Source: an optimization exercise on an open RTL-to-GDS flow (aim: small area, a short achievable clock period and few clock cycles). Production flows keep margins and buffers that such runs may drop.
Only simulation tests tie the RTL to the original design; equivalence was not proved.

==> flow/design.v, too long to show whole: its modules and the start of the top module <==
// module mul24_booth: 1914 lines
// module fp_mul_a: 54 lines
// module fp_mul_b: 31 lines
// module fp_add: 57 lines
// module align27: 12 lines
// module inc23: 15 lines
// module lzc32: 29 lines
// module padd: 28 lines
// module biquad_bank: 259 lines
module biquad_bank (
    input  wire        clk,
    input  wire        rst,
    input  wire        cmd_valid,
    output wire        cmd_ready,
    input  wire [1:0]  cmd_op,       
    input  wire [7:0]  cmd_motor,
    input  wire [7:0]  cmd_sel,
    input  wire [31:0] cmd_x,
    input  wire [31:0] cmd_b0,
    input  wire [31:0] cmd_b1,
    input  wire [31:0] cmd_b2,
    input  wire [31:0] cmd_a1,
    input  wire [31:0] cmd_a2,
    output reg         rsp_valid,
    output reg         rsp_ok,
    output reg  [31:0] rsp_data
);
  // ...
==> flow/run.sh <==
#!/bin/bash
# synth_recipe.tcl (not shown) runs the flow's synth.tcl, then flattens the netlist and writes it again
# the make line also repeats each setting of config.mk as NAME=value (left out here)
make -C /OpenROAD-flow-scripts/flow DESIGN_CONFIG=/design/flow/config.mk WORK_HOME=/design/flow/orfs CLKGATE_MAP_FILE= SYNTH_SCRIPT=/design/flow/synth_recipe.tcl finish
==> flow/config.mk <==
export PLATFORM = sky130hd
export DESIGN_NAME = biquad_bank
export DESIGN_NICKNAME = biquad_bank
export VERILOG_FILES = /design/flow/design.v
export SDC_FILE = /design/flow/constraint.sdc
export NUM_CORES = 4
export LEC_CHECK = 0
export ABC_AREA = 1
export CAP_MARGIN = 20
export CORE_MARGIN = 2
export CORE_UTILIZATION = 40
export PLACE_DENSITY = 0.5
export SLEW_MARGIN = 20
==> flow/constraint.sdc <==
create_clock -name core_clock -period 24.0 [get_ports {clk}]
set_input_delay 4.8000 -clock core_clock [delete_from_list [all_inputs] [get_ports {clk}]]
set_output_delay 4.8000 -clock core_clock [all_outputs]
set_load 0.01 [all_outputs]
==> impl_metrics.env, run 1 <==
export IMPL_synth_cell_types=91
export IMPL_buffers=800
export IMPL_cp_common_cell="nor2_1"
export IMPL_setup_viol=0
export IMPL_final_area_sq_um=222600
export IMPL_cpLargestDelayFamily="simple AND/OR/NAND/NOR gates"
export IMPL_die_area_sq_um=514200
export IMPL_ys_ff_latch=2179
export IMPL_synth_most_common_cell="nand2_1"
export IMPL_met1_usage_pct=47.01
export IMPL_seq_area_share_pct=22.64
export IMPL_rrSetupSlack_ps=11230
export IMPL_yosys_area_share_adder_pct=18.83
export IMPL_top_layer_used="met5"
export IMPL_grt_pass1_wl_microns=1318000
export IMPL_tightest_slew_ps=1223
export IMPL_status="no timing/DRC/antenna violations"
export IMPL_antenna_found_initial=137
export IMPL_vias=197600
export IMPL_place_ws_ps=11460
export IMPL_clockRootBuffer="clkbuf_16"
export IMPL_globalplace_congestion=0.9698
export IMPL_multi_input_area_sq_um=134300
export IMPL_most_common_layout_cells="nand2_1, inv_1, xor2_1"
export IMPL_hpwl_microns=683800
export IMPL_async_reset_ff_share_pct=0
export IMPL_antenna_left=0
export IMPL_hp_class="register to register"
Testbench counts, summed over its fixed seeds: cycles 6,032.
==> module biquad_bank, before the edit <==
module biquad_bank (
    input  wire        clk,
    input  wire        rst,
    input  wire        cmd_valid,
    output wire        cmd_ready,
    input  wire [1:0]  cmd_op,       
    input  wire [7:0]  cmd_motor,
    input  wire [7:0]  cmd_sel,
    input  wire [31:0] cmd_x,
    input  wire [31:0] cmd_b0,
    input  wire [31:0] cmd_b1,
    input  wire [31:0] cmd_b2,
    input  wire [31:0] cmd_a1,
    input  wire [31:0] cmd_a2,
    output reg         rsp_valid,
    output reg         rsp_ok,
    output reg  [31:0] rsp_data
);
    localparam OP_INIT  = 2'd0;
    localparam OP_APPLY = 2'd1;
    localparam OP_READ  = 2'd2;
    localparam OP_ERR   = 2'd3;
    reg [31:0] f_b0 [0:3];            
    reg [31:0] f_b1 [0:3];
    reg [31:0] f_b2 [0:3];
    reg [31:0] f_a1 [0:3];
    reg [31:0] f_a2 [0:3];
    reg [1:0]  ph;                    
    reg [31:0] f_s1 [0:3];
    reg [31:0] f_s2 [0:3];
    reg [31:0] f_in [0:3];
    reg [31:0] f_out[0:3];
    reg [3:0]  f_ready;
    reg        cmd_error;
    reg        rdy;
    reg        r1_v;
    reg [1:0]  r1_op;
    reg [1:0]  r1_m;
    reg        r1_mok;
    reg [3:0]  r1_sel;
    reg        r1_selok;
    reg [31:0] r1_x;                  
    reg [31:0] r1_b1, r1_b2, r1_a1, r1_a2;
    reg [1:0]  r1_pos;                
    assign cmd_ready = rdy;
    reg [7:2] p_v, p_ap;
    reg [4:2] p_ok, p_rd, p_er;
    reg [1:0] p_m   [2:7];
    reg [3:0] p_sel [2:4];
    wire r1_apply = (r1_op == OP_APPLY) & r1_mok;
    wire haz_a = r1_apply & ((p_ap[2] & (p_m[2] == r1_m)) | (p_ap[3] & (p_m[3] == r1_m)) |
                             (p_ap[4] & (p_m[4] == r1_m)) | (p_ap[5] & (p_m[5] == r1_m)));
    wire r1_rds = (r1_op == OP_READ) & r1_mok & (r1_sel[3:1] == 3'd1);    
    wire haz_r = r1_rds & ((p_ap[2] & (p_m[2] == r1_m)) | (p_ap[3] & (p_m[3] == r1_m)) |
                           (p_ap[4] & (p_m[4] == r1_m)));
    wire haz_i = (r1_op == OP_INIT) & ((|p_v) | (r1_mok & (r1_pos != 2'd3)));
    wire stall = r1_v & (haz_a | haz_r | haz_i);
    wire issue = r1_v & ~stall;
    wire       n1_v     = rdy ? cmd_valid : (r1_v & ~issue);
    wire [1:0] n1_op    = rdy ? cmd_op : r1_op;
    wire [1:0] n1_m     = rdy ? cmd_motor[1:0] : r1_m;
    wire       n1_mok   = rdy ? ~|cmd_motor[7:2] : r1_mok;
    wire [3:0] n1_sel   = rdy ? cmd_sel[3:0] : r1_sel;
    wire       n1_apply = (n1_op == OP_APPLY) & n1_mok;
    wire       n1_rds   = (n1_op == OP_READ) & n1_mok & (n1_sel[3:1] == 3'd1);
    wire       c_ap     = r1_apply & f_ready[r1_m];
    wire n_haz_a = n1_apply & ((issue & c_ap & (r1_m == n1_m)) |
                               (p_ap[2] & (p_m[2] == n1_m)) | (p_ap[3] & (p_m[3] == n1_m)) |
                               (p_ap[4] & (p_m[4] == n1_m)));
    wire n_haz_r = n1_rds & ((issue & c_ap & (r1_m == n1_m)) |
                             (p_ap[2] & (p_m[2] == n1_m)) | (p_ap[3] & (p_m[3] == n1_m)));
    wire [1:0] n1_pos   = rdy ? (cmd_motor[1:0] + ph + 2'd1) : (r1_pos + 2'd1);
    wire n_haz_i = (n1_op == OP_INIT) & (issue | (|p_v[6:2]) | (n1_mok & (n1_pos != 2'd3)));
    wire n_stall = n1_v & (n_haz_a | n_haz_r | n_haz_i);
    wire c_ok = (r1_op == OP_INIT)  ? r1_mok :
                (r1_op == OP_APPLY) ? (r1_mok & f_ready[r1_m]) :
                (r1_op == OP_READ)  ? (r1_mok & r1_selok) : 1'b1;
    wire init_wr = issue & (r1_op == OP_INIT) & r1_mok;
    always @(posedge clk) begin
        r1_pos <= n1_pos;
        if (rdy) begin
            r1_op    <= cmd_op;
            r1_m     <= cmd_motor[1:0];
            r1_mok   <= ~|cmd_motor[7:2];
            r1_sel   <= cmd_sel[3:0];
            r1_selok <= (cmd_sel <= 8'd8);
            r1_x     <= cmd_op[0] ? cmd_x : cmd_b0;
            r1_b1    <= cmd_b1;
            r1_b2    <= cmd_b2;
            r1_a1    <= cmd_a1;
            r1_a2    <= cmd_a2;
        end
    end
    always @(posedge clk) begin
        if (rst) ph <= 2'd0;
        else     ph <= ph + 2'd1;
    end
    always @(posedge clk) begin
        if (rst) begin
            rdy  <= 1'b1;
            r1_v <= 1'b0;
            p_v  <= 6'd0;
        end else begin
            rdy  <= ~n_stall;
            r1_v <= n1_v;
            p_v  <= {p_v[6:2], issue};
        end
    end
    integer k;
    always @(posedge clk) begin
        p_ok[2] <= c_ok;
        p_ap[2] <= (r1_op == OP_APPLY) & c_ok;
        p_rd[2] <= (r1_op == OP_READ) & c_ok;
        p_er[2] <= (r1_op == OP_ERR);
        p_m[2]  <= r1_m;
        p_sel[2] <= r1_sel;
        for (k = 3; k <= 7; k = k + 1) begin
            p_ap[k]  <= p_ap[k-1] & p_v[k-1];
            p_m[k]   <= p_m[k-1];
        end
        for (k = 3; k <= 4; k = k + 1) begin
            p_ok[k]  <= p_ok[k-1];
            p_rd[k]  <= p_rd[k-1];
            p_er[k]  <= p_er[k-1];
            p_sel[k] <= p_sel[k-1];
        end
        if (!issue) p_ap[2] <= 1'b0;
        if (rst) for (k = 2; k <= 7; k = k + 1) p_ap[k] <= 1'b0;
    end
    wire [31:0] n1_7;
    wire [47:0] m0_p;  wire [5:0] m0_sh;  wire [9:0] m0_e;  wire m0_g, m0_bl, m0_s, m0_n, m0_i, m0_z;
    fp_mul_a u_m0a (.a(f_b0[r1_pos]), .b(r1_x), .prod(m0_p), .sh(m0_sh), .gone(m0_g), .below(m0_bl),
                    .eb(m0_e), .sgn(m0_s), .nan(m0_n), .inf(m0_i), .zero(m0_z));
    reg [47:0] m0_p2;  reg [5:0] m0_sh2;  reg [9:0] m0_e2;  reg m0_g2, m0_bl2, m0_s2, m0_n2, m0_i2, m0_z2;
    reg [31:0] x2, x3, x4;
    always @(posedge clk) begin
        m0_p2 <= m0_p; m0_sh2 <= m0_sh; m0_e2 <= m0_e; m0_g2 <= m0_g; m0_bl2 <= m0_bl;
        m0_s2 <= m0_s; m0_n2 <= m0_n; m0_i2 <= m0_i; m0_z2 <= m0_z;
        x2 <= r1_x; x3 <= x2; x4 <= x3;
    end
    wire [31:0] p0;
    fp_mul_b u_m0b (.prod(m0_p2), .sh(m0_sh2), .gone(m0_g2), .below(m0_bl2), .eb(m0_e2), .sgn(m0_s2), .nan(m0_n2),
                    .inf(m0_i2), .zero(m0_z2), .y(p0));
    wire        fwd_s1 = p_ap[7] & (p_m[7] == p_m[2]);
    reg [31:0] p0_3, s1_3;
    always @(posedge clk) begin
        p0_3 <= p0;
        s1_3 <= fwd_s1 ? n1_7 : f_s1[p_m[2]];
    end
    wire [31:0] y3;
    fp_add u_ay (.a(p0_3), .b(s1_3), .sub(1'b0), .y(y3));
    reg [31:0] y4;
    always @(posedge clk) y4 <= y3;
    reg  [1:0]  pos4;
    always @(posedge clk) pos4 <= p_m[3] + ph + 2'd1;
    wire [31:0] c_b1 = f_b1[pos4], c_b2 = f_b2[pos4], c_a1 = f_a1[pos4], c_a2 = f_a2[pos4];
    wire [47:0] m1_p, m2_p, m3_p, m4_p;
    wire [5:0]  m1_sh, m2_sh, m3_sh, m4_sh;
    wire [3:0]  mm_g, mm_bl;
    wire [9:0]  m1_e, m2_e, m3_e, m4_e;
    wire [3:0]  mm_s, mm_n, mm_i, mm_z;
    fp_mul_a u_m1a (.a(c_b1), .b(x4), .prod(m1_p), .sh(m1_sh), .gone(mm_g[0]), .below(mm_bl[0]), .eb(m1_e),
                    .sgn(mm_s[0]), .nan(mm_n[0]), .inf(mm_i[0]), .zero(mm_z[0]));
    fp_mul_a u_m2a (.a(c_b2), .b(x4), .prod(m2_p), .sh(m2_sh), .gone(mm_g[1]), .below(mm_bl[1]), .eb(m2_e),
                    .sgn(mm_s[1]), .nan(mm_n[1]), .inf(mm_i[1]), .zero(mm_z[1]));
    fp_mul_a u_m3a (.a(c_a1), .b(y4), .prod(m3_p), .sh(m3_sh), .gone(mm_g[2]), .below(mm_bl[2]), .eb(m3_e),
                    .sgn(mm_s[2]), .nan(mm_n[2]), .inf(mm_i[2]), .zero(mm_z[2]));
    fp_mul_a u_m4a (.a(c_a2), .b(y4), .prod(m4_p), .sh(m4_sh), .gone(mm_g[3]), .below(mm_bl[3]), .eb(m4_e),
                    .sgn(mm_s[3]), .nan(mm_n[3]), .inf(mm_i[3]), .zero(mm_z[3]));
    reg [47:0] m1_p5, m2_p5, m3_p5, m4_p5;
    reg [5:0]  m1_sh5, m2_sh5, m3_sh5, m4_sh5;
    reg [3:0]  mm_g5, mm_bl5;
    reg [9:0]  m1_e5, m2_e5, m3_e5, m4_e5;
    reg [3:0]  mm_s5, mm_n5, mm_i5, mm_z5;
    always @(posedge clk) begin
        m1_p5 <= m1_p; m2_p5 <= m2_p; m3_p5 <= m3_p; m4_p5 <= m4_p;
        m1_sh5 <= m1_sh; m2_sh5 <= m2_sh; m3_sh5 <= m3_sh; m4_sh5 <= m4_sh;
        mm_g5 <= mm_g; mm_bl5 <= mm_bl;
        m1_e5 <= m1_e; m2_e5 <= m2_e; m3_e5 <= m3_e; m4_e5 <= m4_e;
        mm_s5 <= mm_s; mm_n5 <= mm_n; mm_i5 <= mm_i; mm_z5 <= mm_z;
    end
    reg [31:0] rv4;
    always @* begin
        case (p_sel[4])
            4'd0:    rv4 = f_in [p_m[4]];
            4'd1:    rv4 = f_out[p_m[4]];
            4'd2:    rv4 = f_s1 [p_m[4]];
            4'd3:    rv4 = f_s2 [p_m[4]];
            4'd4:    rv4 = f_b0 [pos4];
            4'd5:    rv4 = c_b1;
            4'd6:    rv4 = c_b2;
            4'd7:    rv4 = c_a1;
            default: rv4 = c_a2;
        endcase
    end
    always @(posedge clk) begin
        if (rst) begin
            rsp_valid <= 1'b0;
            cmd_error <= 1'b0;
        end else begin
            rsp_valid <= p_v[4];
            if (p_v[4] & ~p_ok[4]) cmd_error <= 1'b1;
        end
        rsp_ok   <= p_ok[4];
        rsp_data <= ~p_ok[4] ? 32'd0 :
                    p_er[4]  ? {31'd0, cmd_error} :
                    p_rd[4]  ? (f_ready[p_m[4]] ? rv4 : 32'd0) :
                    p_ap[4]  ? y4 : 32'd0;
    end
    wire [31:0] p1, p2, q1, q2;
    fp_mul_b u_m1b (.prod(m1_p5), .sh(m1_sh5), .gone(mm_g5[0]), .below(mm_bl5[0]), .eb(m1_e5), .sgn(mm_s5[0]), .nan(mm_n5[0]),
                    .inf(mm_i5[0]), .zero(mm_z5[0]), .y(p1));
    fp_mul_b u_m2b (.prod(m2_p5), .sh(m2_sh5), .gone(mm_g5[1]), .below(mm_bl5[1]), .eb(m2_e5), .sgn(mm_s5[1]), .nan(mm_n5[1]),
                    .inf(mm_i5[1]), .zero(mm_z5[1]), .y(p2));
    fp_mul_b u_m3b (.prod(m3_p5), .sh(m3_sh5), .gone(mm_g5[2]), .below(mm_bl5[2]), .eb(m3_e5), .sgn(mm_s5[2]), .nan(mm_n5[2]),
                    .inf(mm_i5[2]), .zero(mm_z5[2]), .y(q1));
    fp_mul_b u_m4b (.prod(m4_p5), .sh(m4_sh5), .gone(mm_g5[3]), .below(mm_bl5[3]), .eb(m4_e5), .sgn(mm_s5[3]), .nan(mm_n5[3]),
                    .inf(mm_i5[3]), .zero(mm_z5[3]), .y(q2));
    reg [31:0] p1_6, p2_6, q1_6, q2_6;
    always @(posedge clk) begin
        p1_6 <= p1; p2_6 <= p2; q1_6 <= q1; q2_6 <= q2;
    end
    wire [31:0] t6, n2_6;
    fp_add u_at (.a(p1_6), .b(q1_6), .sub(1'b1), .y(t6));
    fp_add u_a2 (.a(p2_6), .b(q2_6), .sub(1'b1), .y(n2_6));
    reg [31:0] t7, n2_7, s2_7;
    always @(posedge clk) begin
        t7 <= t6; n2_7 <= n2_6; s2_7 <= f_s2[p_m[6]];
    end
    fp_add u_a1 (.a(t7), .b(s2_7), .sub(1'b0), .y(n1_7));
    always @(posedge clk) begin
        f_b0[0] <= init_wr ? r1_x  : f_b0[3];
        f_b1[0] <= init_wr ? r1_b1 : f_b1[3];
        f_b2[0] <= init_wr ? r1_b2 : f_b2[3];
        f_a1[0] <= init_wr ? r1_a1 : f_a1[3];
        f_a2[0] <= init_wr ? r1_a2 : f_a2[3];
        for (k = 1; k < 4; k = k + 1) begin
            f_b0[k] <= f_b0[k-1];
            f_b1[k] <= f_b1[k-1];
            f_b2[k] <= f_b2[k-1];
            f_a1[k] <= f_a1[k-1];
            f_a2[k] <= f_a2[k-1];
        end
    end
    always @(posedge clk) begin
        if (rst) f_ready <= 4'd0;
        else if (init_wr) f_ready[r1_m] <= 1'b1;
        for (k = 0; k < 4; k = k + 1) begin
            if ((init_wr && r1_m == k) || (p_v[4] && p_ap[4] && p_m[4] == k))
                f_out[k] <= init_wr ? 32'd0 : y4;
            if ((init_wr && r1_m == k) || (p_v[4] && p_ap[4] && p_m[4] == k))
                f_in[k] <= init_wr ? 32'd0 : x4;
            if ((init_wr && r1_m == k) || (p_v[7] && p_ap[7] && p_m[7] == k)) begin
                f_s1[k] <= init_wr ? 32'd0 : n1_7;
                f_s2[k] <= init_wr ? 32'd0 : n2_7;
            end
        end
    end
endmodule
==> inputs of run 2 (changes only) <==
--- a/flow/design.v
+++ b/flow/design.v
@@ -2183,16 +2183,16 @@
     reg [31:0] r1_b1, r1_b2, r1_a1, r1_a2;
     reg [1:0]  r1_pos;                
     assign cmd_ready = rdy;
-    reg [7:2] p_v, p_ap;
+    reg [8:2] p_v, p_ap;
     reg [4:2] p_ok, p_rd, p_er;
-    reg [1:0] p_m   [2:7];
+    reg [1:0] p_m   [2:8];
     reg [3:0] p_sel [2:4];
     wire r1_apply = (r1_op == OP_APPLY) & r1_mok;
     wire haz_a = r1_apply & ((p_ap[2] & (p_m[2] == r1_m)) | (p_ap[3] & (p_m[3] == r1_m)) |
                              (p_ap[4] & (p_m[4] == r1_m)) | (p_ap[5] & (p_m[5] == r1_m)));
     wire r1_rds = (r1_op == OP_READ) & r1_mok & (r1_sel[3:1] == 3'd1);    
     wire haz_r = r1_rds & ((p_ap[2] & (p_m[2] == r1_m)) | (p_ap[3] & (p_m[3] == r1_m)) |
-                           (p_ap[4] & (p_m[4] == r1_m)));
+                           (p_ap[4] & (p_m[4] == r1_m)) | (p_ap[5] & (p_m[5] == r1_m)));
     wire haz_i = (r1_op == OP_INIT) & ((|p_v) | (r1_mok & (r1_pos != 2'd3)));
     wire stall = r1_v & (haz_a | haz_r | haz_i);
     wire issue = r1_v & ~stall;
@@ -2208,9 +2208,10 @@
                                (p_ap[2] & (p_m[2] == n1_m)) | (p_ap[3] & (p_m[3] == n1_m)) |
                                (p_ap[4] & (p_m[4] == n1_m)));
     wire n_haz_r = n1_rds & ((issue & c_ap & (r1_m == n1_m)) |
-                             (p_ap[2] & (p_m[2] == n1_m)) | (p_ap[3] & (p_m[3] == n1_m)));
+                             (p_ap[2] & (p_m[2] == n1_m)) | (p_ap[3] & (p_m[3] == n1_m)) |
+                             (p_ap[4] & (p_m[4] == n1_m)));
     wire [1:0] n1_pos   = rdy ? (cmd_motor[1:0] + ph + 2'd1) : (r1_pos + 2'd1);
-    wire n_haz_i = (n1_op == OP_INIT) & (issue | (|p_v[6:2]) | (n1_mok & (n1_pos != 2'd3)));
+    wire n_haz_i = (n1_op == OP_INIT) & (issue | (|p_v[7:2]) | (n1_mok & (n1_pos != 2'd3)));
     wire n_stall = n1_v & (n_haz_a | n_haz_r | n_haz_i);
     wire c_ok = (r1_op == OP_INIT)  ? r1_mok :
                 (r1_op == OP_APPLY) ? (r1_mok & f_ready[r1_m]) :
@@ -2239,11 +2240,11 @@
         if (rst) begin
             rdy  <= 1'b1;
             r1_v <= 1'b0;
-            p_v  <= 6'd0;
+            p_v  <= 7'd0;
         end else begin
             rdy  <= ~n_stall;
             r1_v <= n1_v;
-            p_v  <= {p_v[6:2], issue};
+            p_v  <= {p_v[7:2], issue};
         end
     end
     integer k;
@@ -2254,7 +2255,7 @@
         p_er[2] <= (r1_op == OP_ERR);
         p_m[2]  <= r1_m;
         p_sel[2] <= r1_sel;
-        for (k = 3; k <= 7; k = k + 1) begin
+        for (k = 3; k <= 8; k = k + 1) begin
             p_ap[k]  <= p_ap[k-1] & p_v[k-1];
             p_m[k]   <= p_m[k-1];
         end
@@ -2265,7 +2266,7 @@
             p_sel[k] <= p_sel[k-1];
         end
         if (!issue) p_ap[2] <= 1'b0;
-        if (rst) for (k = 2; k <= 7; k = k + 1) p_ap[k] <= 1'b0;
+        if (rst) for (k = 2; k <= 8; k = k + 1) p_ap[k] <= 1'b0;
     end
     wire [31:0] n1_7;
     wire [47:0] m0_p;  wire [5:0] m0_sh;  wire [9:0] m0_e;  wire m0_g, m0_bl, m0_s, m0_n, m0_i, m0_z;
@@ -2281,11 +2282,13 @@
     wire [31:0] p0;
     fp_mul_b u_m0b (.prod(m0_p2), .sh(m0_sh2), .gone(m0_g2), .below(m0_bl2), .eb(m0_e2), .sgn(m0_s2), .nan(m0_n2),
                     .inf(m0_i2), .zero(m0_z2), .y(p0));
-    wire        fwd_s1 = p_ap[7] & (p_m[7] == p_m[2]);
-    reg [31:0] p0_3, s1_3;
+    wire        fwd7 = p_ap[7] & (p_m[7] == p_m[2]);
+    wire        fwd8 = p_ap[8] & (p_m[8] == p_m[2]);
+    reg [31:0] p0_3, s1_3, n1_8;
     always @(posedge clk) begin
         p0_3 <= p0;
-        s1_3 <= fwd_s1 ? n1_7 : f_s1[p_m[2]];
+        s1_3 <= fwd7 ? n1_7 : fwd8 ? n1_8 : f_s1[p_m[2]];
+        n1_8 <= n1_7;
     end
     wire [31:0] y3;
     fp_add u_ay (.a(p0_3), .b(s1_3), .sub(1'b0), .y(y3));
@@ -2390,10 +2393,10 @@
                 f_out[k] <= init_wr ? 32'd0 : y4;
             if ((init_wr && r1_m == k) || (p_v[4] && p_ap[4] && p_m[4] == k))
                 f_in[k] <= init_wr ? 32'd0 : x4;
-            if ((init_wr && r1_m == k) || (p_v[7] && p_ap[7] && p_m[7] == k)) begin
-                f_s1[k] <= init_wr ? 32'd0 : n1_7;
+            if ((init_wr && r1_m == k) || (p_ap[7] && p_m[7] == k))
                 f_s2[k] <= init_wr ? 32'd0 : n2_7;
-            end
+            if ((init_wr && r1_m == k) || (p_ap[8] && p_m[8] == k))
+                f_s1[k] <= init_wr ? 32'd0 : n1_8;
         end
     end
 endmodule
==> flow/flow/run.sh (new file) <==
#!/bin/bash
# Layout with the standard flow (standard.sh: standard synthesis, floorplan,
# placement, CTS, routing, at the design's clock and constraints), asking the
# resizer's timing repair for extra setup slack so that it also shortens paths
# that already meet the 24 ns clock. All make output goes to flow_make.log;
# ORFS keeps each step's own log under orfs/logs/.
set -euo pipefail
bash standard.sh SETUP_SLACK_MARGIN=16.5 finish > flow_make.log 2>&1
==> flow/standard.sh (new file) <==
#!/bin/bash
# synth_recipe.tcl (not shown) runs the flow's synth.tcl, then flattens the netlist and writes it again
# the make line also repeats each setting of config.mk as NAME=value (left out here)
make -C /OpenROAD-flow-scripts/flow DESIGN_CONFIG=/design/flow/config.mk WORK_HOME=/design/flow/orfs CLKGATE_MAP_FILE= SYNTH_SCRIPT=/design/flow/synth_recipe.tcl "${@:-finish}"
removed: flow/run.sh
==> run 2 against run 1 <==
Net effect:
- final area grew 16%
- critical path type unchanged
- still clean on timing, DRC and antenna
- sequential share of layout area shrank 2.9 points
==> impl_metrics.env, run 2 <==
export IMPL_status="no timing/DRC/antenna violations"
export IMPL_antenna_left=0
export IMPL_ys_ff_latch=2215
export IMPL_globalplace_congestion=0.9968
export IMPL_grt_max_degree=89
export IMPL_cts_inserted_buffers=269
export IMPL_grt_pass1_vias=201000
export IMPL_grt_setup_unrepaired="true"
export IMPL_global_route_usage_met2_pct=55.22
export IMPL_die_area_sq_um=518800
export IMPL_met1_usage_pct=49.19
export IMPL_slowest_stage="ha_2"
export IMPL_synthesis_area_sq_um=205200
export IMPL_hold_viol=0
export IMPL_synth_most_common_cell="nand2_1"
export IMPL_fin_crit_ps=8815
export IMPL_use_met3_pct=8.823
export IMPL_drc=0
export IMPL_crit_type="register to register"
export IMPL_wl_microns=1023000
export IMPL_synthDominantCellAreaShare_pct=15.03
export IMPL_cp_required_ps=24850
export IMPL_port_buffers=247
export IMPL_syn_nets=30210
export IMPL_most_common_layout_cells="nand2_1, inv_1, xor2_1"
export IMPL_drt_iter0_drc=24190
export IMPL_via_per_inst=5.904
export IMPL_critPathLaunchType="register"
export IMPL_final_common_cell="nand2_1"
export IMPL_grt_overflow=0
export IMPL_cp_max_fo=20
export IMPL_syn_inst=27700
export IMPL_area_growth_pct=26.38
export IMPL_slew_violations=0
export IMPL_fillerInstances=49660
export IMPL_postSynthAreaPerCell_sq_um=7.409
export IMPL_ys_seq_area_share_pct=24.90
export IMPL_nets=31470
export IMPL_initial_core_util_pct=40.08
export IMPL_path_clk_slew_ps=60
export IMPL_drive_gt1_share_pct=19.64
export IMPL_synth_top_cell_by_area="dfxtp_1"
export IMPL_fp_coreArea_sq_um=512000
export IMPL_grt_util_all_layers_pct=37.18
export IMPL_cp_common_cell="nor2_2"
export IMPL_grt_pass1_wl_microns=1428000
export IMPL_critPathArrivalTime_ps=9670
export IMPL_cts_hold_buf=0
export IMPL_synth_ff_type="dfxtp_1"
export IMPL_tightest_slew_ps=1380
export IMPL_setup_viol=0
export IMPL_hpwl_microns=695400
export IMPL_synth_common_cells="nand2_1, inv_1, xor2_1"
export IMPL_clock_skew_ps=80.59
export IMPL_yosys_warnings=25
export IMPL_endpoint_kind="register"
export IMPL_final_setup_tns_ps=0
export IMPL_vias=212600
export IMPL_antenna_found_initial=119
export IMPL_final_cells=36010
export IMPL_fin_crit_sh_pct=36.73
export IMPL_fmax_ghz=0.1134
export IMPL_synth_cell_types=94
export IMPL_netlist_top_cells_area="dfxtp_1, fa_1, nand2_1"
export IMPL_clock_sinks=2215
export IMPL_cts_tree="built"
export IMPL_startpoint="q1_6[30]$_SDFF_PP1_"
export IMPL_drtPass1Iterations=7
export IMPL_ctsLongestPathBuffers=4
export IMPL_htreeDepth=5
export IMPL_dp_cells=33680
export IMPL_reg2reg_from="q1_6[30]$_SDFF_PP1_"
export IMPL_min_from="f_b2[2][3]$_DFF_P_"
export IMPL_hp_class="register to register"
export IMPL_slowest_delay_ps=400
export IMPL_die_w_microns=720.2
export IMPL_grt_busiest_layer="met2"
export IMPL_clockRootBuffer="clkbuf_16"
export IMPL_synth_edff_count=674
export IMPL_maxCapViolCount=0
export IMPL_avgRoutedWirePerCell_microns=28.40
export IMPL_clock_latency_ps=1000
export IMPL_relSlewSlack_pct=7.663
export IMPL_async_reset_ff_share_pct=0
export IMPL_ios=248
export IMPL_die_h_microns=720.2
export IMPL_num_rows=263
==> run 2: layout make-up <==
type	count	area (sq um)	share of cell area (%)
clock buffer	368	7508	2.895
antenna	79	197.7	0.07623
timing repair inverter	14	97.59	0.03763
tap	6757	8454	3.260
multi-input combinational	20300	149400	57.62
clock inverter	121	1615	0.6229
inverter	3641	14300	5.515
sequential	2215	51300	19.78
timing repair buffer	2517	26420	10.19
==> run 2: cell families (layout without fill, tap and decap cells) <==
kind of cell,count (synthesis),after routing,share of synthesized area [%]
and+or+nand+nor,10040,10090,20.80
AOI/OAI and AO/OA,5757,5758,16.57
buffers and inverters,5233,6661,9.809
adders and majority gates,2296,2296,18.65
DFF,2215,2215,24.90
xor gates and xnor gates,2037,2037,8.698
muxes,116,116,0.5866
other,0,79,0
==> run 2: worst paths after layout <==
path | end | slack (ps) | cells past startpoint
min reg2reg | f_b2[3][3]$_DFF_P_ | 320 | 0
max reg2reg | t7[30]$_SDFF_PP1_ | 15180 | 58
max | t7[30]$_SDFF_PP1_ | 15180 | 58
min | f_b2[3][3]$_DFF_P_ | 320 | 0
==> run 2: what timing repair did <==
item / in CTS / in global routing
pin swaps: 729 / 861
resized for setup: 2675 / 1588
setup buffers: 1076 / 501
gates cloned: 140 / 41
hold endpoints to repair: 0 / 0
endpoints found under the setup margin: 374 / 267
==> run 2: through the flow <==
step	area [sq um]	util, %	hold WS, ps	worst slack (ps)
2_1_floorplan	206600	-	309.6	15700
3_3_place_gp	216100	42.20	309.7	12150
3_5_place_dp	216100	42.20	312.1	12070
4_1_cts	247600	48.35	309.7	15470
5_1_grt	259200	50.63	321.9	14660
6_report	259300	50.65	317.1	15180
==> run 2: layer usage <==
metal  wire [microns]  vias up
li1                 -    94840
met1           409700   103100
met2           427300    11800
met3           110600     2798
met4            74850       26
met5              179        -
==> run 2: worst max-delay path: cells and delay by family, from the launching register on <==
kind	cells	cell delay, ps
buffers and inverters	10	1050
AOI/OAI and AO/OA	12	1790
xor gates and xnor gates	4	810
and+or+nand+nor	28	3390
adders and majority gates	4	1300
DFF	1	350
Testbench counts of run 2, summed over its fixed seeds: cycles 6,032.
==> inputs of run 3 (changes only) <==
--- a/flow/flow/run.sh
+++ b/flow/flow/run.sh
@@ -5,4 +5,4 @@
 # that already meet the 24 ns clock. All make output goes to flow_make.log;
 # ORFS keeps each step's own log under orfs/logs/.
 set -euo pipefail
-bash standard.sh SETUP_SLACK_MARGIN=16.5 finish > flow_make.log 2>&1
+bash standard.sh SETUP_SLACK_MARGIN=15 finish > flow_make.log 2>&1
==> run 3 against run 2 <==
Net effect:
- still clean
- global-route usage is 2.2 points lower
- register-to-register slack improved by 100 ps
- via count down 4.4%
- synthesized cell count unchanged
- highest routed layer unchanged
==> impl_metrics.env, run 3 <==
export IMPL_status="no timing/DRC/antenna violations"
export IMPL_cts_hold_buf=0
export IMPL_r2r_cells=56
export IMPL_drt_iter0_drc=22820
export IMPL_maxCapViolCount=0
export IMPL_path_clk_slew_ps=60
export IMPL_critPathArrivalTime_ps=9550
export IMPL_tightest_slew_ps=1320
export IMPL_num_rows=263
export IMPL_place_area_sq_um=215200
export IMPL_synthesis_area_sq_um=205200
export IMPL_htreeDepth=5
export IMPL_synth_common_cells="nand2_1, inv_1, xor2_1"
export IMPL_hpwl_microns=686200
export IMPL_globalplace_congestion=0.9742
export IMPL_rr_endpoint="n2_7[30]$_SDFF_PP1_"
export IMPL_seq_area_sq_um=51230
export IMPL_endpoint_kind="register"
export IMPL_wl_microns=950700
export IMPL_grt_pass1_vias=192100
export IMPL_cp_max_fo=22
export IMPL_reg2reg_from="p2_6[28]$_SDFF_PP1_"
export IMPL_clock_skew_ps=92.85
export IMPL_fp_coreArea_sq_um=512000
export IMPL_via_per_inst=5.830
export IMPL_slew_violations=0
export IMPL_hp_class="register to register"
export IMPL_fillerInstances=52050
export IMPL_whs_path_depth=0
export IMPL_synth_edff_count=674
export IMPL_antenna_found_initial=110
export IMPL_syn_nets=30210
export IMPL_grt_max_degree=110
export IMPL_synth_cell_types=94
export IMPL_synth_ff_type="dfxtp_1"
export IMPL_grt_pass1_wl_microns=1348000
export IMPL_grt_setup_unrepaired="true"
export IMPL_avgRoutedWirePerCell_microns=27.28
export IMPL_clockRootBuffer="clkbuf_16"
export IMPL_met1_usage_pct=46.98
export IMPL_syn_inst=27700
export IMPL_multi_input_area_sq_um=139700
export IMPL_relSlewSlack_pct=11.28
export IMPL_die_h_microns=720.2
export IMPL_rrSetupSlack_ps=15290
export IMPL_fin_crit_sh_pct=36.31
export IMPL_async_reset_ff_share_pct=0
export IMPL_fmax_ghz=0.1148
export IMPL_grt_busiest_layer="met2"
export IMPL_drive_gt1_share_pct=10.43
export IMPL_netlist_top_cells_area="dfxtp_1, fa_1, nand2_1"
export IMPL_global_route_usage_met2_pct=53.00
export IMPL_final_setup_tns_ps=0
export IMPL_die_area_sq_um=518800
export IMPL_hold_viol=0
export IMPL_ys_seq_area_share_pct=24.90
export IMPL_critPathLaunchType="register"
export IMPL_finalHoldWorstSlack_ps=315.5
export IMPL_clock_latency_ps=1010
export IMPL_setup_viol=0
export IMPL_slowest_stage="fa_1"
export IMPL_grt_util_all_layers_pct=34.93
export IMPL_cts_inserted_buffers=270
export IMPL_crit_end="n2_7[30]$_SDFF_PP1_"
export IMPL_synthDominantCellAreaShare_pct=15.03
export IMPL_antenna_left=0
export IMPL_use_met3_pct=6.760
export IMPL_drtPass1Iterations=9
export IMPL_cp_common_cell="nor2_2"
export IMPL_area_growth_pct=14.51
export IMPL_ctsLongestPathBuffers=4
export IMPL_postSynthAreaPerCell_sq_um=7.409
export IMPL_final_common_cell="nand2_1"
export IMPL_drc=0
export IMPL_initial_core_util_pct=40.08
export IMPL_crit_type="register to register"
export IMPL_ios=248
export IMPL_yosys_warnings=25
export IMPL_ys_ff_latch=2215
export IMPL_nets=30250
export IMPL_synth_top_cell_by_area="dfxtp_1"
export IMPL_final_area_sq_um=235000
export IMPL_cp_required_ps=24840
export IMPL_clock_sinks=2215
export IMPL_synth_most_common_cell="nand2_1"
export IMPL_startpoint="p2_6[28]$_SDFF_PP1_"
export IMPL_vias=203200
export IMPL_slowest_delay_ps=490
export IMPL_fin_crit_ps=8713
export IMPL_cts_tree="built"
export IMPL_grt_overflow=0
export IMPL_die_w_microns=720.2
export IMPL_port_buffers=247
export IMPL_most_common_layout_cells="nand2_1, inv_1, xor2_1"
[run 3: how the worst min path moves through the flow]
stage / startpoint / end / slack, ps
after floorplan: p_er[2]$_DFF_P_ / p_er[3]$_DFF_P_ / 310
final: f_b1[0][26]$_DFF_P_ / f_b1[1][26]$_DFF_P_ / 320
after CTS: f_b1[0][26]$_DFF_P_ / f_b1[1][26]$_DFF_P_ / 280
after detailed placement: x3[15]$_DFF_P_ / x4[15]$_DFF_P_ / 310
after global placement: x3[8]$_DFF_P_ / x4[8]$_DFF_P_ / 310
after global routing: f_b1[0][26]$_DFF_P_ / f_b1[1][26]$_DFF_P_ / 310
[run 3: final cells by class]
class | instances | share of cell area [%]
Inverter | 3641 | 5.983
Timing Repair inverter | 6 | 0.02449
Tap cell | 6757 | 3.598
Clock buffer | 359 | 3.162
Timing Repair Buffer | 1313 | 5.049
Antenna cell | 138 | 0.1470
Sequential cell | 2215 | 21.80
Clock inverter | 133 | 0.7695
Multi-Input combinational cell | 20290 | 59.46
[run 3: repair_timing]
item,4_1_cts,5_1_grt
pin swaps,117,292
setup endpoints to repair,256,206
setup buffers,196,270
gates resized for setup,551,837
gates cloned,42,33
[run 3: critical path, delay by kind of cell (launching register included)]
| kind | cells | cell delay, ps |
|---|---|---|
| buffers and inverters | 12 | 1130 |
| XOR/XNOR | 5 | 1000 |
| AND/OR/NAND/NOR | 25 | 2950 |
| flip-flops | 1 | 360 |
| adder cells (fa/ha/maj) | 6 | 1950 |
| AO/OA/AOI/OAI | 8 | 1160 |
[run 3: metal layers]
layer	vias to the layer above	part of all wire, %	wire (microns)
li1	92380	-	-
met1	98020	41	393500
met2	10520	43	406100
met3	2263	9.5	90440
met4	26	6.4	60470
met5	-	0.021	202
[run 3: cells by family after synthesis]
| group | share of synthesized area (%) |
|---|---|
| DFF | 24.90 |
| muxes | 0.5866 |
| AOI/OAI and AO/OA | 16.57 |
| xor gates and xnor gates | 8.698 |
| adders and majority gates | 18.65 |
| buffers and inverters | 9.809 |
| and+or+nand+nor | 20.80 |
[run 3: stage by stage]
step                std cells  utilization (%)  setup WS [ps]
floorplan               27700                -          15000
global placement        33680            42.02          11710
detailed placement      33680            42.03          11810
CTS                     34410            44.67          14950
global route            34790            45.86          14810
finish                  34850            45.89          15290
==> inputs of run 4 (changes only) <==
--- a/flow/config.mk
+++ b/flow/config.mk
@@ -8,6 +8,6 @@
 export ABC_AREA = 1
 export CAP_MARGIN = 20
 export CORE_MARGIN = 2
-export CORE_UTILIZATION = 40
-export PLACE_DENSITY = 0.5
+export CORE_UTILIZATION = 46
+export PLACE_DENSITY = 0.56
 export SLEW_MARGIN = 20
==> run 4 against run 3 <==
Net effect:
- still clean on timing, DRC and antenna
- area after synthesis did not move
- worst setup slack got worse by 89 ps
- clock-buffer cell count rose by 4
- via count rose by 0.72%
- utilization rose by 6.6 points
- final area fell by 0.70%
- non-clock buffer count fell by 6
- worst hold slack got worse by 61 ps
- sequential cell count did not move
- critical path type unchanged
- critical endpoint unchanged
- largest cell class unchanged
==> impl_metrics.env, run 4 <==
export IMPL_synth_cell_types=94
export IMPL_drive_gt1_share_pct=10.11
export IMPL_drt_iter0_drc=25450
export IMPL_synth_top_cell_by_area="dfxtp_1"
export IMPL_antenna_found_initial=82
export IMPL_grt_max_degree=104
export IMPL_place_area_sq_um=213700
export IMPL_die_area_sq_um=451500
export IMPL_synthesis_area_sq_um=205200
export IMPL_slowest_delay_ps=440
export IMPL_cts_tree="built"
export IMPL_grt_pass1_wl_microns=1311000
export IMPL_final_area_sq_um=233300
export IMPL_grt_overflow=0
export IMPL_ctsLongestPathBuffers=4
export IMPL_antenna_left=0
export IMPL_synth_edff_count=674
export IMPL_crit_type="register to register"
export IMPL_clock_skew_ps=126.3
export IMPL_netlist_top_cells_area="dfxtp_1, fa_1, nand2_1"
export IMPL_synth_common_cells="nand2_1, inv_1, xor2_1"
export IMPL_finalHoldWorstSlack_ps=254.5
export IMPL_endpoint_kind="register"
export IMPL_cp_max_fo=9
export IMPL_postSynthAreaPerCell_sq_um=7.409
export IMPL_initial_core_util_pct=46.13
export IMPL_min_from="x2[26]$_DFF_P_"
export IMPL_critPathArrivalTime_ps=9620
export IMPL_slew_violations=0
export IMPL_fin_crit_sh_pct=36.68
export IMPL_yosys_warnings=25
export IMPL_wl_microns=917800
export IMPL_fp_coreArea_sq_um=444800
export IMPL_clockRootBuffer="clkbuf_16"
export IMPL_via_per_inst=6.035
export IMPL_vias=204700
export IMPL_area_growth_pct=13.70
export IMPL_path_clk_slew_ps=60
export IMPL_clock_latency_ps=1010
export IMPL_ios=248
export IMPL_async_reset_ff_share_pct=0
export IMPL_port_buffers=247
export IMPL_grt_util_all_layers_pct=38.85
export IMPL_cp_required_ps=24820
export IMPL_cts_hold_buf=0
export IMPL_die_w_microns=671.9
export IMPL_relSlewSlack_pct=13.30
export IMPL_synthDominantCellAreaShare_pct=15.03
export IMPL_drc=0
export IMPL_startpoint="p2_6[30]$_SDFF_PP1_"
export IMPL_syn_inst=27700
export IMPL_hold_viol=0
export IMPL_syn_nets=30210
export IMPL_synth_most_common_cell="nand2_1"
export IMPL_final_common_cell="nand2_1"
export IMPL_slowest_stage="ha_2"
export IMPL_hp_class="register to register"
export IMPL_most_common_layout_cells="nand2_1, inv_1, xor2_1"
export IMPL_ys_ff_latch=2215
export IMPL_synth_ff_type="dfxtp_1"
export IMPL_drtPass1Iterations=7
export IMPL_critPathLaunchType="register"
export IMPL_cp_common_cell="nand2_1"
export IMPL_cts_inserted_buffers=264
export IMPL_status="no timing/DRC/antenna violations"
export IMPL_grt_pass1_vias=190900
export IMPL_avgRoutedWirePerCell_microns=27.06
export IMPL_num_rows=245
export IMPL_setup_viol=0
export IMPL_nets=30240
export IMPL_globalplace_congestion=1.028
export IMPL_die_h_microns=671.9
export IMPL_final_setup_tns_ps=0
export IMPL_maxCapViolCount=0
export IMPL_grt_setup_unrepaired="true"
export IMPL_reg2reg_from="p2_6[30]$_SDFF_PP1_"
export IMPL_clock_sinks=2215
export IMPL_ys_seq_area_share_pct=24.90
export IMPL_fmax_ghz=0.1136
export IMPL_fin_crit_ps=8802
export IMPL_fillerInstances=43570
export IMPL_htreeDepth=5
export IMPL_tightest_slew_ps=1287
export IMPL_hpwl_microns=660300
-- run 4: cell counts after synthesis --
Identical to the previous run, type by type.
-- run 4: worst paths after layout --
check,slack [ps],cells after the start,endpoint
worst max register to register,15200,55,n2_7[30]$_SDFF_PP1_
worst max-delay path,15200,55,n2_7[30]$_SDFF_PP1_
worst min register to register,250,0,x3[26]$_DFF_P_
worst min-delay path,250,0,x3[26]$_DFF_P_
-- run 4: what timing repair did --
action / CTS / global route
gates resized for setup: 505 / 823
cloned: 37 / 40
setup buffers: 211 / 291
setup endpoints to repair: 258 / 209
pin swaps: 104 / 279
-- run 4: metrics by stage --
stage / worst slack (ps) / util (%) / instances
5_1_grt: 14740 / 52.43 / 33870
2_1_floorplan: 15000 / - / 27700
3_5_place_dp: 12080 / 48.06 / 32810
6_report: 15200 / 52.46 / 33910
3_3_place_gp: 12070 / 48.05 / 32810
4_1_cts: 14900 / 51.04 / 33540
-- run 4: final cells by class --
class | instances | area (sq um) | area share, %
multi-input cells | 20290 | 139400 | 59.74
flip-flops and latches | 2215 | 51210 | 21.95
inverters | 3641 | 14070 | 6.031
repair buffers | 1307 | 12020 | 5.151
clock buffers | 363 | 7498 | 3.214
well taps | 5928 | 7417 | 3.179
clock inverters | 115 | 1564 | 0.6703
diodes | 45 | 112.6 | 0.04826
repair inverters | 5 | 46.29 | 0.01984
-- run 4: cell families after synthesis --
logic type,Yosys count,synth area share [%]
flip-flops,2215,24.90
multiplexers,116,0.5866
AND/OR/NAND/NOR,10040,20.80
XOR/XNOR,2037,8.698
AO/OA/AOI/OAI,5757,16.57
buffers and inverters,5233,9.809
adder cells (fa/ha/maj),2296,18.65
-- run 4: worst max-delay path: cells and delay by family, from the launching register on --
| family | cells | cell delay, ps |
|---|---|---|
| xor+xnor | 4 | 760 |
| simple gates | 29 | 3670 |
| fa+ha+maj | 4 | 1410 |
| flops | 1 | 430 |
| buf+inv | 6 | 920 |
| compound gates | 12 | 1480 |
-- run 4: metal layers --
layer	GRT usage (%)	share of wire, %	vias to the layer above
li1	-	-	92210
met1	52.30	40	97760
met2	56.65	41	12090
met3	10.00	12	2577
met4	21.50	6.8	42
met5	0	0.034	-
==> inputs of run 5 (changes only) <==
--- a/flow/config.mk
+++ b/flow/config.mk
@@ -8,6 +8,8 @@
 export ABC_AREA = 1
 export CAP_MARGIN = 20
 export CORE_MARGIN = 2
-export CORE_UTILIZATION = 46
-export PLACE_DENSITY = 0.56
+export CORE_UTILIZATION = 40
+export CTS_BUF_LIST = sky130_fd_sc_hd__clkbuf_8
+export CTS_CLUSTER_SIZE = 24
+export PLACE_DENSITY = 0.5
 export SLEW_MARGIN = 20
==> run 5 against run 4 <==
Net effect:
- critical path type unchanged
- synthesized cell count is the same
- still clean
- critical path depth shrank 2
- fmax shrank 0.70%
- utilization shrank 6.6 points
- largest cell class unchanged
==> impl_metrics.env, run 5 <==
export IMPL_ys_seq_area_share_pct=24.90
export IMPL_die_area_sq_um=518800
export IMPL_die_h_microns=720.2
export IMPL_clock_latency_ps=1280
export IMPL_synthDominantCellAreaShare_pct=15.03
export IMPL_grt_pass1_wl_microns=1353000
export IMPL_cpLargestDelayFamily="simple AND/OR/NAND/NOR gates"
export IMPL_wl_microns=952400
export IMPL_dp_cells=33680
export IMPL_async_reset_ff_share_pct=0
export IMPL_drive_gt1_share_pct=11.01
export IMPL_tightest_slew_ps=1381
export IMPL_critPathArrivalTime_ps=9900
export IMPL_synth_edff_count=674
export IMPL_most_common_layout_cells="nand2_1, inv_1, xor2_1"
export IMPL_num_rows=263
export IMPL_fp_coreArea_sq_um=512000
export IMPL_ctsLongestPathBuffers=4
export IMPL_fmax_ghz=0.1128
export IMPL_cp_required_ps=25040
export IMPL_global_route_usage_met2_pct=53.03
export IMPL_yosys_warnings=25
export IMPL_cp_common_cell="nand2_1"
export IMPL_grt_setup_unrepaired="true"
export IMPL_use_met3_pct=6.942
export IMPL_final_area_sq_um=234900
export IMPL_grt_util_all_layers_pct=35.01
export IMPL_ys_ff_latch=2215
export IMPL_nets=30400
export IMPL_htreeDepth=5
export IMPL_relSlewSlack_pct=7.911
export IMPL_final_cells=35140
export IMPL_grt_pass1_vias=193400
export IMPL_synth_cell_types=94
export IMPL_hpwl_microns=686200
export IMPL_clock_sinks=2215
export IMPL_crit_cells=53
export IMPL_cts_tree="built"
export IMPL_clockRootBuffer="clkbuf_8"
export IMPL_postSynthAreaPerCell_sq_um=7.409
export IMPL_syn_inst=27700
export IMPL_drt_iter0_drc=23410
export IMPL_synth_most_common_cell="nand2_1"
export IMPL_port_buffers=247
export IMPL_drc=0
export IMPL_synth_ff_type="dfxtp_1"
export IMPL_final_common_cell="nand2_1"
export IMPL_fin_crit_ps=8864
export IMPL_synth_common_cells="nand2_1, inv_1, xor2_1"
export IMPL_reg2reg_from="p1_6[24]$_SDFF_PP1_"
export IMPL_maxCapViolCount=0
export IMPL_crit_type="register to register"
export IMPL_crit_end="t7[3]$_SDFF_PP0_"
export IMPL_antenna_found_initial=119
export IMPL_hold_viol=0
export IMPL_drtPass1Iterations=7
export IMPL_initial_core_util_pct=40.08
export IMPL_grt_busiest_layer="met2"
export IMPL_slew_violations=0
export IMPL_avgRoutedWirePerCell_microns=27.10
export IMPL_rr_endpoint="t7[3]$_SDFF_PP0_"
export IMPL_globalplace_congestion=0.9742
export IMPL_slowest_stage="nor2_1"
export IMPL_cp_max_fo=20
export IMPL_die_w_microns=720.2
export IMPL_antenna_left=0
export IMPL_critPathLaunchType="register"
export IMPL_status="no timing/DRC/antenna violations"
export IMPL_endpoint_kind="register"
export IMPL_cts_inserted_buffers=393
export IMPL_area_growth_pct=14.49
export IMPL_syn_nets=30210
export IMPL_via_per_inst=5.811
export IMPL_cts_hold_buf=0
export IMPL_grt_overflow=0
export IMPL_r2r_cells=53
export IMPL_hp_class="register to register"
export IMPL_clock_skew_ps=148.5
export IMPL_place_area_sq_um=215200
export IMPL_fin_crit_sh_pct=36.93
export IMPL_slowest_delay_ps=1030
export IMPL_met1_usage_pct=46.95
export IMPL_synth_top_cell_by_area="dfxtp_1"
export IMPL_netlist_top_cells_area="dfxtp_1, fa_1, nand2_1"
export IMPL_setup_viol=0
export IMPL_final_setup_tns_ps=0
export IMPL_path_buf_inv=8
export IMPL_grt_max_degree=110
export IMPL_ios=248
export IMPL_rrSetupSlack_ps=15140
export IMPL_startpoint="p1_6[24]$_SDFF_PP1_"
export IMPL_synthesis_area_sq_um=205200
export IMPL_vias=204200
export IMPL_path_clk_slew_ps=60
[run 5: per-layer routing]
metal | part of all wire (%) | up-vias
met5 | 0.031 | -
met4 | 6.4 | 40
met3 | 9.5 | 2321
met2 | 43 | 10630
met1 | 41 | 98420
li1 | - | 92770
[run 5: timing repair]
item,CTS,global route
resized for setup,577,861
buffers inserted,212,280
cloned,47,33
setup endpoints to repair,262,204
endpoints found under the hold margin,0,0
pin swaps,118,296
[run 5: how the worst min path moves through the flow]
stage | startpoint | end | cells after the start
5_1_grt | x2[30]$_DFF_P_ | x3[30]$_DFF_P_ | 0
4_1_cts | x2[30]$_DFF_P_ | x3[30]$_DFF_P_ | 0
6_report | x2[30]$_DFF_P_ | x3[30]$_DFF_P_ | 0
3_3_place_gp | x3[8]$_DFF_P_ | x4[8]$_DFF_P_ | 0
2_1_floorplan | p_er[2]$_DFF_P_ | p_er[3]$_DFF_P_ | 0
3_5_place_dp | x3[15]$_DFF_P_ | x4[15]$_DFF_P_ | 0
[run 5: cell families (layout without fill, tap and decap cells)]
group	Yosys count	in the layout	synth area share [%]
AOI/OAI and AO/OA	5757	5760	16.57
xor gates and xnor gates	2037	2037	8.698
adders and majority gates	2296	2296	18.65
buffers and inverters	5233	5720	9.809
DFF	2215	2215	24.90
muxes	116	116	0.5866
other	0	153	0
and+or+nand+nor	10040	10090	20.80
[run 5: worst register-to-register path: cells and delay by family, from the launching register on]
| family | cells | cell delay, ps |
|---|---|---|
| flops | 1 | 400 |
| fa+ha+maj | 3 | 950 |
| compound gates | 9 | 1460 |
| xor+xnor | 2 | 310 |
| buf+inv | 8 | 960 |
| simple gates | 31 | 4700 |
[run 5: cell type report]
type                       count  area (sq um)
timing repair inverter         5         46.29
timing repair buffer        1342         12270
inverter                    3641         14050
clock buffer                 470          6469
clock inverter               262          2063
multi-input combinational  20290        140000
fill                       52220        277100
antenna                      153         382.9
tap                         6757          8454
sequential                  2215         51200
[run 5: per-stage QoR]
stage / setup slack [ps] / hold WS [ps] / util [%]
5_1_grt: 14710 / 256.7 / 45.84
2_1_floorplan: 15000 / 309.6 / -
3_3_place_gp: 11710 / 309.9 / 42.02
3_5_place_dp: 11810 / 312.0 / 42.03
4_1_cts: 14970 / 241.0 / 44.61
6_report: 15140 / 279.1 / 45.88
==> inputs of run 6 (changes only) <==
--- a/flow/flow/run.sh
+++ b/flow/flow/run.sh
@@ -5,4 +5,4 @@
 # that already meet the 24 ns clock. All make output goes to flow_make.log;
 # ORFS keeps each step's own log under orfs/logs/.
 set -euo pipefail
-bash standard.sh SETUP_SLACK_MARGIN=15 finish > flow_make.log 2>&1
+bash standard.sh SETUP_SLACK_MARGIN=14 finish > flow_make.log 2>&1
--- a/flow/config.mk
+++ b/flow/config.mk
@@ -9,7 +9,5 @@
 export CAP_MARGIN = 20
 export CORE_MARGIN = 2
 export CORE_UTILIZATION = 40
-export CTS_BUF_LIST = sky130_fd_sc_hd__clkbuf_8
-export CTS_CLUSTER_SIZE = 24
 export PLACE_DENSITY = 0.5
 export SLEW_MARGIN = 20
==> run 6 against run 5 <==
Net effect:
- still clean on timing, DRC and antenna
- worst setup slack got worse by 810 ps
- clock-buffer cell count is 111 lower
- final cell count shrank 1.7%
- wire length decreased by 1.6%
- worst hold slack improved by 25 ps
- die area unchanged
- utilization is 1.2 points lower
- synthesized cell count unchanged
- final area is 2.7% lower
==> impl_metrics.env, run 6 <==
export IMPL_drt_iter0_drc=23210
export IMPL_seq_area_sq_um=51140
export IMPL_ys_ff_latch=2215
export IMPL_path_clk_slew_ps=60
export IMPL_drtPass1Iterations=7
export IMPL_place_area_sq_um=215200
export IMPL_multi_input_area_sq_um=137100
export IMPL_fin_crit_ps=9677
export IMPL_postSynthAreaPerCell_sq_um=7.409
export IMPL_synth_top_cell_by_area="dfxtp_1"
export IMPL_status="no timing/DRC/antenna violations"
export IMPL_antenna_left=0
export IMPL_tightest_slew_ps=1228
export IMPL_grt_setup_unrepaired="true"
export IMPL_cp_common_cell="o21ai_0"
export IMPL_setup_viol=0
export IMPL_cts_tree="built"
export IMPL_num_rows=263
export IMPL_slowest_stage="inv_1"
export IMPL_endpoint_kind="register"
export IMPL_port_buffers=247
export IMPL_via_per_inst=5.814
export IMPL_die_w_microns=720.2
export IMPL_path_buf_inv=7
export IMPL_grt_util_all_layers_pct=34.64
export IMPL_hpwl_microns=686200
export IMPL_syn_inst=27700
export IMPL_wl_microns=937400
export IMPL_htreeDepth=5
export IMPL_synth_edff_count=674
export IMPL_slew_violations=0
export IMPL_finalHoldWorstSlack_ps=304.4
export IMPL_finish_utilization_pct=44.67
export IMPL_hp_class="register to register"
export IMPL_avgRoutedWirePerCell_microns=27.15
export IMPL_initial_core_util_pct=40.08
export IMPL_critPathLaunchType="register"
export IMPL_critPathArrivalTime_ps=10510
export IMPL_synth_ff_type="dfxtp_1"
export IMPL_cpLargestDelayFamily="compound AO/OA/AOI/OAI gates"
export IMPL_ios=248
export IMPL_crit_type="register to register"
export IMPL_die_h_microns=720.2
export IMPL_cp_max_fo=34
export IMPL_async_reset_ff_share_pct=0
export IMPL_clockRootBuffer="clkbuf_16"
export IMPL_synth_most_common_cell="nand2_1"
export IMPL_netlist_top_cells_area="dfxtp_1, fa_1, nand2_1"
export IMPL_synthesis_area_sq_um=205200
export IMPL_antenna_found_initial=106
export IMPL_area_growth_pct=11.45
export IMPL_grt_pass1_vias=190400
export IMPL_clock_skew_ps=88.45
export IMPL_fp_coreArea_sq_um=512000
export IMPL_die_area_sq_um=518800
export IMPL_most_common_layout_cells="nand2_1, inv_1, xor2_1"
export IMPL_clock_sinks=2215
export IMPL_ys_seq_area_share_pct=24.90
export IMPL_vias=200800
export IMPL_synthDominantCellAreaShare_pct=15.03
export IMPL_final_setup_tns_ps=0
export IMPL_cp_required_ps=24830
export IMPL_synth_common_cells="nand2_1, inv_1, xor2_1"
export IMPL_relSlewSlack_pct=18.07
export IMPL_final_area_sq_um=228700
export IMPL_cts_inserted_buffers=270
export IMPL_hold_viol=0
export IMPL_nets=29930
export IMPL_globalplace_congestion=0.9742
export IMPL_crit_cells=33
export IMPL_fmax_ghz=0.1033
export IMPL_yosys_warnings=25
export IMPL_grt_overflow=0
export IMPL_drc=0
export IMPL_rrSetupSlack_ps=14320
export IMPL_fillerInstances=52490
export IMPL_slowest_delay_ps=630
export IMPL_synth_cell_types=94
export IMPL_grt_max_degree=110
export IMPL_syn_nets=30210
export IMPL_final_common_cell="nand2_1"
export IMPL_drive_gt1_share_pct=7.605
export IMPL_grt_pass1_wl_microns=1338000
export IMPL_fin_crit_sh_pct=40.32
export IMPL_ctsLongestPathBuffers=4
export IMPL_r2r_cells=33
export IMPL_maxCapViolCount=0
export IMPL_clock_latency_ps=1010
export IMPL_whs_path_depth=0
-- run 6: cell type report --
class                   count  area share (%)
repair buffers           1007           3.739
clock buffers             359           3.249
clock inverters           133          0.7906
well taps                6757           3.697
repair inverters            2        0.004377
diodes                    131          0.1433
flip-flops and latches   2215           22.36
inverters                3641           6.067
multi-input cells       20280           59.95
-- run 6: path summary, 6_finish.rpt --
check                        endpoint                 from
hold / removal    f_b1[1][26]$_DFF_P_  f_b1[0][26]$_DFF_P_
hold reg to reg   f_b1[1][26]$_DFF_P_  f_b1[0][26]$_DFF_P_
setup / recovery    m3_p5[47]$_DFF_P_      pos4[1]$_DFF_P_
setup reg to reg    m3_p5[47]$_DFF_P_      pos4[1]$_DFF_P_
-- run 6: what timing repair did --
action                                  in CTS  in global routing
gates resized for setup                    211                286
pin swaps                                   34                 65
hold endpoints to repair                     0                  0
gates cloned                                21                 21
hold buffers                                 0                  0
setup buffers                               58                123
endpoints found under the setup margin     197                186
-- run 6: per-layer routing --
metal	share of wire, %	track usage [%]	vias to the layer above
li1	-	-	91700
met1	42	46.67	96630
met2	43	52.70	10320
met3	9.5	6.616	2073
met4	6.1	17.99	32
met5	0.023	0	-
-- run 6: logic make-up after synthesis --
group                      share of synthesized area (%)
xor gates and xnor gates                           8.698
DFF                                                24.90
buffers and inverters                              9.809
muxes                                             0.5866
and+or+nand+nor                                    20.80
adders and majority gates                          18.65
AOI/OAI and AO/OA                                  16.57
-- run 6: stage by stage --
step                std cells  setup WS (ps)
floorplan               27700          15000
global placement        33680          11710
global route            34470          13890
detailed placement      33680          11810
CTS                     34250          14000
finish                  34530          14320
==> inputs of run 7 (changes only) <==
--- a/flow/flow/run.sh
+++ b/flow/flow/run.sh
@@ -5,4 +5,4 @@
 # that already meet the 24 ns clock. All make output goes to flow_make.log;
 # ORFS keeps each step's own log under orfs/logs/.
 set -euo pipefail
-bash standard.sh SETUP_SLACK_MARGIN=14 finish > flow_make.log 2>&1
+bash standard.sh SETUP_SLACK_MARGIN=15.5 finish > flow_make.log 2>&1
==> run 7 against run 6 <==
Net effect:
- still clean
- utilization rose by 2.9 points
- synthesized cell count unchanged
- die area stayed put
- critical path type unchanged
- critical endpoint is now y4[29]$_SDFF_PP1_
==> impl_metrics.env, run 7 <==
export IMPL_synth_common_cells="nand2_1, inv_1, xor2_1"
export IMPL_ios=248
export IMPL_antenna_left=0
export IMPL_fp_coreArea_sq_um=512000
export IMPL_clock_skew_ps=111.2
export IMPL_synth_ff_type="dfxtp_1"
export IMPL_ctsLongestPathBuffers=4
export IMPL_avgRoutedWirePerCell_microns=27.93
export IMPL_grt_pass1_wl_microns=1384000
export IMPL_cp_max_fo=6
export IMPL_ys_ff_latch=2215
export IMPL_synth_top_cell_by_area="dfxtp_1"
export IMPL_yosys_area_share_adder_pct=18.65
export IMPL_hpwl_microns=695900
export IMPL_finish_utilization_pct=47.61
export IMPL_die_w_microns=720.2
export IMPL_antenna_found_initial=110
export IMPL_htreeDepth=5
export IMPL_ys_seq_area_share_pct=24.90
export IMPL_yosys_warnings=25
export IMPL_drc=0
export IMPL_path_clk_slew_ps=60
export IMPL_final_setup_tns_ps=0
export IMPL_clock_latency_ps=1030
export IMPL_fmax_ghz=0.1165
export IMPL_endpoint_kind="register"
export IMPL_via_per_inst=5.873
export IMPL_grt_setup_unrepaired="true"
export IMPL_place_area_sq_um=215300
export IMPL_drtPass1Iterations=7
export IMPL_die_area_sq_um=518800
export IMPL_port_buffers=247
export IMPL_seq_area_sq_um=51290
export IMPL_nets=30700
export IMPL_hold_viol=0
export IMPL_cts_tree="built"
export IMPL_cts_hold_buf=0
export IMPL_cp_common_cell="buf_4"
export IMPL_most_common_layout_cells="nand2_1, inv_1, xor2_1"
export IMPL_syn_inst=27700
export IMPL_multi_input_area_sq_um=143300
export IMPL_maxCapViolCount=0
export IMPL_final_common_cell="nand2_1"
export IMPL_slew_violations=0
export IMPL_crit_type="register to register"
export IMPL_grt_overflow=0
export IMPL_fillerInstances=51530
export IMPL_synth_top_family_by_area="simple AND/OR/NAND/NOR gates"
export IMPL_drive_gt1_share_pct=14.30
export IMPL_grt_util_all_layers_pct=35.93
export IMPL_grt_pass1_vias=196100
export IMPL_slowest_stage="dfxtp_2"
export IMPL_vias=206800
export IMPL_clockRootBuffer="clkbuf_16"
export IMPL_final_area_sq_um=243800
export IMPL_setup_viol=0
export IMPL_critPathArrivalTime_ps=9410
export IMPL_area_growth_pct=18.78
export IMPL_synth_edff_count=674
export IMPL_synthesis_area_sq_um=205200
export IMPL_postSynthAreaPerCell_sq_um=7.409
export IMPL_cp_required_ps=24820
export IMPL_status="no timing/DRC/antenna violations"
export IMPL_cts_inserted_buffers=269
export IMPL_critPathLaunchType="register"
export IMPL_initial_core_util_pct=40.08
export IMPL_wl_microns=983300
export IMPL_tightest_slew_ps=1281
export IMPL_fin_crit_ps=8587
## run 7: metrics by stage
step,worst slack (ps),instances
after floorplan,15390,27700
after global placement,11900,33680
after detailed placement,11940,33690
after CTS,15360,34700
after global routing,14910,35170
final,15410,35210
## run 7: logic make-up after synthesis
| logic type | count (synthesis) |
|---|---|
| XOR/XNOR | 2037 |
| buffers and inverters | 5233 |
| adder cells (fa/ha/maj) | 2296 |
| AND/OR/NAND/NOR | 10040 |
| multiplexers | 116 |
| flip-flops | 2215 |
| AO/OA/AOI/OAI | 5757 |
## run 7: final timing paths
path	from	endpoint	slack, ps	depth (start not counted)
max reg2reg	p0_3[27]$_SDFF_PP1_	y4[29]$_SDFF_PP1_	15410	66
min reg2reg	f_b2[2][10]$_DFF_P_	f_b2[3][10]$_DFF_P_	300	0
min	f_b2[2][10]$_DFF_P_	f_b2[3][10]$_DFF_P_	300	0
max	p0_3[27]$_SDFF_PP1_	y4[29]$_SDFF_PP1_	15410	66
## run 7: metal layers
metal  track usage [%]  up-vias  routed length [microns]
li1                  -    93130                        -
met1             48.73   100400                   409100
met2             54.04    10800                   415700
met3             7.882     2419                    98660
met4             17.45       56                    59570
met5                 0        -                      365
## run 7: worst max-delay path: cells and delay by family, from the launching register on
kind	cells	cell delay [ps]
AOI/OAI and AO/OA	5	700
DFF	1	340
and+or+nand+nor	20	2070
xor gates and xnor gates	2	370
adders and majority gates	2	540
buffers and inverters	37	4450
## run 7: what timing repair did
item                                    4_1_cts  5_1_grt
pin swaps                                   278      569
gates cloned                                 66       44
setup buffers                               462      419
endpoints found under the setup margin      302      225
resized for setup                          1120     1517
hold endpoints to repair                      0        0
## run 7: area by class of cell
type                       count  share of cell area [%]
antenna                       44                 0.04517
clock buffer                 355                   3.070
clock inverter               135                  0.7012
inverter                    3641                   5.793
multi-input combinational  20290                   58.78
sequential                  2215                   21.04
tap                         6757                   3.468
timing repair buffer        1760                   7.064
timing repair inverter        11                 0.03747

==> static timing again, ports no longer ideal <==
In the flow no input, the clock included, has a driving cell. The finished layouts below were timed again as built, in two steps.
Step 1 assumes that a clkbuf_16 drives the clock port and a buf_2 every other input.
Step 2 adds t to the input delays and takes it off the output delays; t is the mean of the earliest and latest rising clock arrival at the registers after step 1. Input paths then give back, and output paths get back, about the clock's delay inside the block.
Three values: ideal, step 1, step 2; two values: the first two.
run	t, ns	setup WS [ns]	worst setup path at the end	latest minus earliest clock arrival (ns)	cell pins on the clock port's net
run 1	1.100	11.228 / 11.228 / 11.228	register to register	0.108 / 0.108	1
run 2	1.097	15.185 / 15.185 / 15.185	register to register	0.084 / 0.085	1
run 3	1.108	15.287 / 15.287 / 15.287	register to register	0.096 / 0.096	1
run 4	1.073	15.198 / 15.198 / 15.198	register to register	0.132 / 0.132	1
run 5	1.325	15.136 / 15.136 / 15.136	register to register	0.166 / 0.166	1
run 6	1.108	14.323 / 14.323 / 14.323	register to register	0.091 / 0.091	1
run 7	1.099	15.413 / 15.413 / 15.413	register to register	0.116 / 0.116	1
After both steps every run listed still meets setup and hold.
